Source: an optimization exercise on an open RTL-to-GDS flow (aim: small area, a short achievable clock period and few clock cycles). Production flows keep margins and buffers that such runs may drop.
At most, simulation tests tie the RTL to the original design; equivalence was not proved.
Power is estimated from default activity; no workload was simulated.

==> run M <==
Design debounce_ctl, start of the top module:
module debounce_ctl (
    input  wire        clk,
    input  wire        rst,
    input  wire        in_valid,
    output wire        in_ready,
    input  wire [7:0]  op,
    input  wire [31:0] period,
    input  wire [9:0]  sample,
    input  wire [31:0] num,
    input  wire [31:0] den,
    input  wire        pin_init,
    output reg         resp_valid,
    output reg         resp_ok,
    output reg         ev_reset,
    output reg         ev_reset_warm,
    output reg         ev_persist,
    output wire [7:0]  persist_val,
    output reg         ev_pulse,
    output wire        ev_diag_liveness,
    output reg         ev_diag_count,
    output wire [8:0]  diag_n,
    output reg         ev_diag_lockdown,
    output reg         ev_act,
    output reg         ev_ind,
    output reg         ev_rearm,
    output reg         act,
    output reg         ind,
    output reg         locked,
    output reg         pwm_valid,
    output reg  [31:0] pwm_on,
    output reg  [31:0] pwm_off
);
    localparam [2:0]  WDT_MAX         = 3'd5;
    localparam [31:0] PWM_PERIOD_INIT = 32'd1000;
    localparam [1:0] FG_IDLE = 2'd0, FG_READY = 2'd1, FG_ON = 2'd2, FG_OFF = 2'd3;
    localparam [1:0] V_EDGE = 2'd0, V_DEB = 2'd1, V_LIV = 2'd2, V_WDT = 2'd3;
    reg              booted;
    reg              pin_level;
    reg              edge_en, edge_pend;
    reg              deb_armed, deb_pend;
    reg [1:0]        deb_count;
    reg [2:0]        timeout_count;
    reg              wdt_pend;
    reg              liv_armed, liv_pend;
    reg              liv_count;
    reg              pwm_enabled;
    reg [31:0]       pwm_period;
    reg [1:0]        fg;
    reg              frame_valid;
    reg [1:0]        frame_vec;
    reg [3:0]        frame_pc;
    reg              store_valid;
    reg [2:0]        store_val;
    reg [2:0]        ev_n;
    assign persist_val      = {5'd0, ev_n};
    assign diag_n           = {6'd0, ev_n};
    assign ev_diag_liveness = ev_pulse;
    reg              busy;           
  ...
clock: 10.0 ns
lec_check: 0
cap_margin: 20
core_margin: 2
core_utilization: 40
setup_slack_margin: 4
slew_margin: 20
run.sh (not shown) runs the stock make flow with config.mk's settings and CLKGATE_MAP_FILE= SYNTH_SCRIPT=/design/flow/synth_recipe.tcl, a recipe that flattens the netlist after the stock synthesis.
==> run Y (differences from run M) <==
--- a/flow/design.v
+++ b/flow/design.v
@@ -55,13 +55,10 @@
     assign persist_val      = {5'd0, ev_n};
     assign diag_n           = {6'd0, ev_n};
     assign ev_diag_liveness = ev_pulse;
     reg              busy;           
     reg              fin;            
-    reg              fin0;           
-    reg              rnd_r;          
-    reg [9:0]        s_rem;          
     reg [31:0]       sa;             
     reg [31:0]       sd;             
     reg [4:0]        bit_k;          
     reg              p_bit;          
     reg              rneg;           
@@ -370,16 +367,15 @@
     end
     wire        p_nz  = (pwm_period != 32'd0);
     wire [31:0] sa_g  = p_bit ? sa : 32'd0;
     wire [31:0] Q    = pwm_on;
     wire [34:0] u1a  = {rneg, rneg, pwm_off, 1'b0};
-    wire [34:0] u1b  = {3'b000, fin ? pwm_period : sa_g};
-    wire [34:0] u1c  = rneg ? {3'b000, sd} : fin ? ~{3'b000, Q} : ~{3'b000, sd};
+    wire [34:0] u1b  = {3'b000, sa_g};
+    wire [34:0] u1c  = rneg ? {3'b000, sd} : ~{3'b000, sd};
     wire [34:0] s1   = u1a ^ u1b ^ u1c;
     wire [34:0] c1   = (u1a & u1b) | (u1a & u1c) | (u1b & u1c);
-    wire        rnd  = smp ? s_rem[9] : rnd_r;                   
-    wire [34:0] x1   = s1 + {c1[33:0], fin ? !rnd : !rneg};
+    wire [34:0] x1   = s1 + {c1[33:0], !rneg};
     wire [34:0] u2c  = rneg ? 35'd0 : ~{2'b00, sd, 1'b0};
     wire [34:0] s2   = u1a ^ u1b ^ u2c;
     wire [34:0] c2   = (u1a & u1b) | (u1a & u2c) | (u1b & u2c);
     wire [34:0] x2   = s2 + {c2[33:0], !rneg};
     wire        ge2  = !x2[34];
@@ -390,31 +386,36 @@
     wire [9:0]  s_op = rdy ? sample : sa[9:0];
     wire [13:0] pg_s = ({14{pgrp_nx[0]}} & {4'd0, s_op})
                      + ({14{pgrp_nx[1]}} & {3'd0, s_op, 1'b0})
                      + ({14{pgrp_nx[2]}} & {2'd0, s_op, 2'b0})
                      + ({14{pgrp_nx[3]}} & {1'd0, s_op, 3'b0});      
-    wire [11:0] sv_a = {2'b00, s_rem[5:0], s_rem[9:6]};
+    wire [11:0] sv_a = {2'b00, pwm_off[5:0], pwm_off[9:6]};
     wire [11:0] sv_b = {2'b00, ps_p[9:0]};
     wire [11:0] sv_c = {8'd0, ps_p[13:10]};
     wire [11:0] sv_s = sv_a ^ sv_b ^ sv_c;
     wire [11:0] sv_k = {(sv_a[10:0] & sv_b[10:0]) | (sv_a[10:0] & sv_c[10:0]) | (sv_b[10:0] & sv_c[10:0]), 1'b0};
     wire [11:0] sr_0 = sv_s + sv_k;
-    wire [9:0]  sr_1 = sr_0[9:0] + 10'd1;
-    wire [9:0]  sr_2 = {sr_0[9:1] + 9'd1, sr_0[0]};
-    wire        sg1  = sr_0[11] | sr_0[10] | (&sr_0[9:0]);        
-    wire        sg2  = sr_0[11] | (&sr_0[10:1]);                  
-    wire [9:0]  rs_nx = sg2 ? sr_2 : sg1 ? sr_1 : sr_0[9:0];
-    wire [4:0]  sr_v  = {1'b0, s_rem[9:6]} + {1'b0, ps_p[13:10]};      
+    wire [11:0] k1   = 12'hC01;
+    wire [11:0] k2   = 12'h802;
+    wire [11:0] t1_s = sv_s ^ sv_k ^ k1;
+    wire [11:0] t1_k = {(sv_s[10:0] & sv_k[10:0]) | (sv_s[10:0] & k1[10:0]) | (sv_k[10:0] & k1[10:0]), 1'b0};
+    wire [11:0] sr_1 = t1_s + t1_k;
+    wire [11:0] t2_s = sv_s ^ sv_k ^ k2;
+    wire [11:0] t2_k = {(sv_s[10:0] & sv_k[10:0]) | (sv_s[10:0] & k2[10:0]) | (sv_k[10:0] & k2[10:0]), 1'b0};
+    wire [11:0] sr_2 = t2_s + t2_k;
+    wire        sg1  = !sr_1[11];                                 
+    wire        sg2  = !sr_2[11];                                 
+    wire [9:0]  rs_nx = sg2 ? sr_2[9:0] : sg1 ? sr_1[9:0] : sr_0[9:0];
+    wire [4:0]  sr_v  = {1'b0, pwm_off[9:6]} + {1'b0, ps_p[13:10]};    
     wire [4:0]  su    = sr_v + {3'd0, sg2, sg1 & !sg2};
     wire [31:0] qs_nx = {su[4] ? q_inc[27:0] : Q[27:0], su[3:0]};
-    wire [31:0] on_nx  = rnd ? q_inc : Q;
-    wire [31:0] off_nx = x1[31:0];
+    wire [31:0] on_nx  = ge1 ? q_inc : Q;
+    wire [31:0] off_nx = pwm_period + ~Q + {31'd0, !ge1};
     always @(posedge clk) begin
         if (rst) begin
             busy             <= 1'b0;
             fin              <= 1'b0;
-            fin0             <= 1'b0;
             rdy              <= 1'b1;
             booted           <= 1'b0;
             pin_level        <= 1'b0;
             edge_en          <= 1'b1;
             edge_pend        <= 1'b0;
@@ -482,11 +483,11 @@
                         fin   <= 1'b0;
                         bit_k <= {2'b00, p_msb[4:2]};
                         p_bit <= 1'b0;
                     end else begin
                         busy  <= (p_msb != 5'd0);
-                        fin0  <= (p_msb == 5'd0);
+                        fin   <= (p_msb == 5'd0);
                         bit_k <= p_msb - 5'd1;
                         p_bit <= pbit_nx;
                     end
                 end else begin
                     resp_valid <= 1'b1;
@@ -496,19 +497,13 @@
                 bit_k <= bit_k - 5'd1;
                 p_bit <= pbit_nx & !smp;
                 ps_p  <= pg_s;
                 if (bit_k == 5'd0) begin
                     busy <= 1'b0;
-                    fin  <= smp;
-                    fin0 <= !smp;
+                    fin  <= 1'b1;
                 end
             end
-            if (fin0) begin
-                fin0  <= 1'b0;
-                fin   <= 1'b1;
-                rnd_r <= ge1;
-            end
             if (fin) begin
                 fin        <= 1'b0;
                 rdy        <= 1'b1;
                 resp_valid <= 1'b1;
                 fg         <= FG_READY;
@@ -523,17 +518,13 @@
         end
         if (take && m_start) begin
             pwm_on  <= 32'd0;
             pwm_off <= (p_nz && op[0]) ? num : 32'd0;
             rneg    <= 1'b0;
-            s_rem   <= 10'd0;
         end else if (busy && smp) begin
             pwm_on  <= qs_nx;
-            s_rem   <= rs_nx;
-        end else if (fin0) begin
-            pwm_off <= 32'd0;
-            rneg    <= 1'b0;
+            pwm_off <= {22'd0, rs_nx};
         end else if (busy) begin
             pwm_on  <= q_nx;
             pwm_off <= r_nx;
             rneg    <= !ge1;
         end else if (fin) begin
CORE_UTILIZATION = 50   (was 40)
PLACE_DENSITY = 0.8   (was unset)
SETUP_SLACK_MARGIN = 5   (was 4)
==> notes <==
- Run Y went through all stages and came out clean. Run M finished with timing, DRC and antenna clean.
- Of run Y and run M, run Y has the higher critical path depth (gap 15).
- Synthesized area: run Y is higher than run M (5.4%).
- Between run Y and run M, the lower combinational power is in run M (gap 27%, measured against run M).
- Of run M and run Y, run M has the higher total power (gap about 6%, measured against run Y).
- Of run M and run Y, run Y has the higher non-clock buffer count (gap 103).
- Against run Y, the routed wire length of run M is lower by about 1.9%.
- Cell count: run Y is larger than run M (about 4.3%).
- Against run M, the die area of run Y is smaller by 15%.
- Of run Y and run M, run M has the higher register-to-register slack (gap 300 ps).
Testbench counts of run M, summed over its fixed seeds: cycles 34,017.
Testbench counts of run Y, summed over its fixed seeds: cycles 33,671.

* * *

==> job 204 <==
Another version of the RTL of debounce_ctl (not shown whole).
==> flow/config.mk <==
export PLATFORM = sky130hd
export DESIGN_NAME = debounce_ctl
export DESIGN_NICKNAME = debounce_ctl
export VERILOG_FILES = /design/flow/design.v
export SDC_FILE = /design/flow/constraint.sdc
export NUM_CORES = 4
export LEC_CHECK = 0
export CAP_MARGIN = 20
export CORE_MARGIN = 2
export CORE_UTILIZATION = 50
export SETUP_SLACK_MARGIN = 4
export SLEW_MARGIN = 20
==> flow/constraint.sdc <==
create_clock -name core_clock -period 10.0 [get_ports {clk}]
set_input_delay 2.0000 -clock core_clock [delete_from_list [all_inputs] [get_ports {clk}]]
set_output_delay 2.0000 -clock core_clock [all_outputs]
set_load 0.01 [all_outputs]
==> job 9398 (differences from job 204) <==
--- a/flow/design.v
+++ b/flow/design.v
@@ -52,19 +52,16 @@
     reg              store_valid;
     reg [2:0]        store_val;
     reg [2:0]        ev_n;
     assign persist_val      = {5'd0, ev_n};
     assign diag_n           = {6'd0, ev_n};
     assign ev_diag_liveness = ev_pulse;
     reg              busy;           
     reg              fin;            
-    reg              fin0;           
-    reg              rnd_r;          
-    reg [9:0]        s_rem;          
     reg [31:0]       sa;             
     reg [31:0]       sd;             
     reg [4:0]        bit_k;          
     reg              p_bit;          
     reg              rneg;           
     reg              smp;            
     reg [3:0]        p_top;          
     reg [13:0]       ps_p;           
@@ -367,57 +364,55 @@
         top_in = period[3:0];
         for (j = 1; j < 8; j = j + 1)
             if (period[4*j +: 4] != 4'd0) top_in = period[4*j +: 4];
     end
     wire        p_nz  = (pwm_period != 32'd0);
     wire [31:0] sa_g  = p_bit ? sa : 32'd0;
     wire [31:0] Q    = pwm_on;
     wire [34:0] u1a  = {rneg, rneg, pwm_off, 1'b0};
-    wire [34:0] u1b  = {3'b000, fin ? pwm_period : sa_g};
-    wire [34:0] u1c  = rneg ? {3'b000, sd} : fin ? ~{3'b000, Q} : ~{3'b000, sd};
+    wire [34:0] u1b  = {3'b000, sa_g};
+    wire [34:0] u1c  = rneg ? {3'b000, sd} : ~{3'b000, sd};
     wire [34:0] s1   = u1a ^ u1b ^ u1c;
     wire [34:0] c1   = (u1a & u1b) | (u1a & u1c) | (u1b & u1c);
-    wire        rnd  = smp ? s_rem[9] : rnd_r;                   
-    wire [34:0] x1   = s1 + {c1[33:0], fin ? !rnd : !rneg};
+    wire [34:0] x1   = s1 + {c1[33:0], !rneg};
     wire [34:0] u2c  = rneg ? 35'd0 : ~{2'b00, sd, 1'b0};
     wire [34:0] s2   = u1a ^ u1b ^ u2c;
     wire [34:0] c2   = (u1a & u1b) | (u1a & u2c) | (u1b & u2c);
     wire [34:0] x2   = s2 + {c2[33:0], !rneg};
     wire        ge2  = !x2[34];
     wire        ge1  = !x1[34];
     wire [31:0] r_nx = ge2 ? x2[31:0] : x1[31:0];
     wire [31:0] q_inc = Q + 32'd1;
     wire [31:0] q_nx  = {ge2 ? q_inc[30:0] : Q[30:0], ge1 & !ge2};
     wire [9:0]  s_op = rdy ? sample : sa[9:0];
     wire [13:0] pg_s = ({14{pgrp_nx[0]}} & {4'd0, s_op})
                      + ({14{pgrp_nx[1]}} & {3'd0, s_op, 1'b0})
                      + ({14{pgrp_nx[2]}} & {2'd0, s_op, 2'b0})
                      + ({14{pgrp_nx[3]}} & {1'd0, s_op, 3'b0});      
-    wire [11:0] sv_a = {2'b00, s_rem[5:0], s_rem[9:6]};
+    wire [11:0] sv_a = {2'b00, pwm_off[5:0], pwm_off[9:6]};
     wire [11:0] sv_b = {2'b00, ps_p[9:0]};
     wire [11:0] sv_c = {8'd0, ps_p[13:10]};
     wire [11:0] sv_s = sv_a ^ sv_b ^ sv_c;
     wire [11:0] sv_k = {(sv_a[10:0] & sv_b[10:0]) | (sv_a[10:0] & sv_c[10:0]) | (sv_b[10:0] & sv_c[10:0]), 1'b0};
     wire [11:0] sr_0 = sv_s + sv_k;
     wire [9:0]  sr_1 = sr_0[9:0] + 10'd1;
     wire [9:0]  sr_2 = {sr_0[9:1] + 9'd1, sr_0[0]};
     wire        sg1  = sr_0[11] | sr_0[10] | (&sr_0[9:0]);        
     wire        sg2  = sr_0[11] | (&sr_0[10:1]);                  
     wire [9:0]  rs_nx = sg2 ? sr_2 : sg1 ? sr_1 : sr_0[9:0];
-    wire [4:0]  sr_v  = {1'b0, s_rem[9:6]} + {1'b0, ps_p[13:10]};      
+    wire [4:0]  sr_v  = {1'b0, pwm_off[9:6]} + {1'b0, ps_p[13:10]};    
     wire [4:0]  su    = sr_v + {3'd0, sg2, sg1 & !sg2};
     wire [31:0] qs_nx = {su[4] ? q_inc[27:0] : Q[27:0], su[3:0]};
-    wire [31:0] on_nx  = rnd ? q_inc : Q;
-    wire [31:0] off_nx = x1[31:0];
+    wire [31:0] on_nx  = ge1 ? q_inc : Q;
+    wire [31:0] off_nx = pwm_period + ~Q + {31'd0, !ge1};
     always @(posedge clk) begin
         if (rst) begin
             busy             <= 1'b0;
             fin              <= 1'b0;
-            fin0             <= 1'b0;
             rdy              <= 1'b1;
             booted           <= 1'b0;
             pin_level        <= 1'b0;
             edge_en          <= 1'b1;
             edge_pend        <= 1'b0;
             deb_armed        <= 1'b0;
             deb_pend         <= 1'b0;
             deb_count        <= 2'd0;
@@ -479,64 +474,54 @@
                     ps_p  <= pg_s;
                     if (!op[0]) begin
                         busy  <= 1'b1;
                         fin   <= 1'b0;
                         bit_k <= {2'b00, p_msb[4:2]};
                         p_bit <= 1'b0;
                     end else begin
                         busy  <= (p_msb != 5'd0);
-                        fin0  <= (p_msb == 5'd0);
+                        fin   <= (p_msb == 5'd0);
                         bit_k <= p_msb - 5'd1;
                         p_bit <= pbit_nx;
                     end
                 end else begin
                     resp_valid <= 1'b1;
                 end
             end
             if (busy) begin
                 bit_k <= bit_k - 5'd1;
                 p_bit <= pbit_nx & !smp;
                 ps_p  <= pg_s;
                 if (bit_k == 5'd0) begin
                     busy <= 1'b0;
-                    fin  <= smp;
-                    fin0 <= !smp;
+                    fin  <= 1'b1;
                 end
             end
-            if (fin0) begin
-                fin0  <= 1'b0;
-                fin   <= 1'b1;
-                rnd_r <= ge1;
-            end
             if (fin) begin
                 fin        <= 1'b0;
                 rdy        <= 1'b1;
                 resp_valid <= 1'b1;
                 fg         <= FG_READY;
                 pwm_valid  <= 1'b1;
             end
         end
     end
     always @(posedge clk) begin
-        if (!(busy || fin0)) begin
+        if (in_ready) begin
             sa <= (op[0]) ? num : {22'd0, sample};
             sd <= (op[0]) ? den : 32'd1023;
         end
         if (take && m_start) begin
             pwm_on  <= 32'd0;
             pwm_off <= (p_nz && op[0]) ? num : 32'd0;
             rneg    <= 1'b0;
-            s_rem   <= 10'd0;
         end else if (busy && smp) begin
             pwm_on  <= qs_nx;
-            s_rem   <= rs_nx;
-        end else if (fin0) begin
-            pwm_off <= 32'd0;
-            rneg    <= 1'b0;
+            pwm_off <= {22'd0, rs_nx};
         end else if (busy) begin
             pwm_on  <= q_nx;
             pwm_off <= r_nx;
             rneg    <= !ge1;
         end else if (fin) begin
             pwm_on  <= on_nx;
             pwm_off <= off_nx;
         end
==> notes <==
Between job 204 and job 9398, the lower power is in job 9398 (gap about 32%, measured against job 9398). Against job 204, the register-to-register slack of job 9398 is lower by 0.17 ns. Global-route usage: job 9398 is lower than job 204 (0.95 points). In job 204 the area after synthesis is lower than in job 9398, by 3.8%.
Testbench counts of job 9398, summed over its fixed seeds: cycles 33,671.
For job 204, only the layout was checked, not whether the RTL still works.

[port drivers added, routing unchanged]
The flow's constraints put no driver on any port. The routed layouts listed below were extracted and timed again, unchanged, in two steps.
Step 1 sets driving cells, clkbuf_16 on the clock port and buf_2 on the other inputs (assumed; they add their load-dependent delay and slew).
Step 2 moves the port delays by t, midway between the first and last clock arrival at a register: inputs arrive t later, outputs are due t later. That takes back most of the time a late clock gives input paths.
Slacks: ideal ports / drivers / drivers and shift; pairs: ideal ports / drivers.
run | t (ns) | setup slack, ns | worst register clock-pin slew, ns | worst data-port slew with drivers (ns)
run M | 0.676 | 4.284 / 4.310 / 3.634 | 0.07 / 0.07 | 0.06
run Y | 0.635 | 4.051 / 4.051 / 4.051 | 0.07 / 0.07 | 0.06
job 204 | 0.601 | 4.069 / 4.104 / 3.502 | 0.06 / 0.06 | 0.05
job 9398 | 0.675 | 4.028 / 4.028 / 3.570 | 0.07 / 0.07 | 0.05
After both steps setup and hold are still met in every run listed. For run M, which loses most, drivers alone change the setup slack by +0.026 ns; drivers and shift together by -0.650 ns.
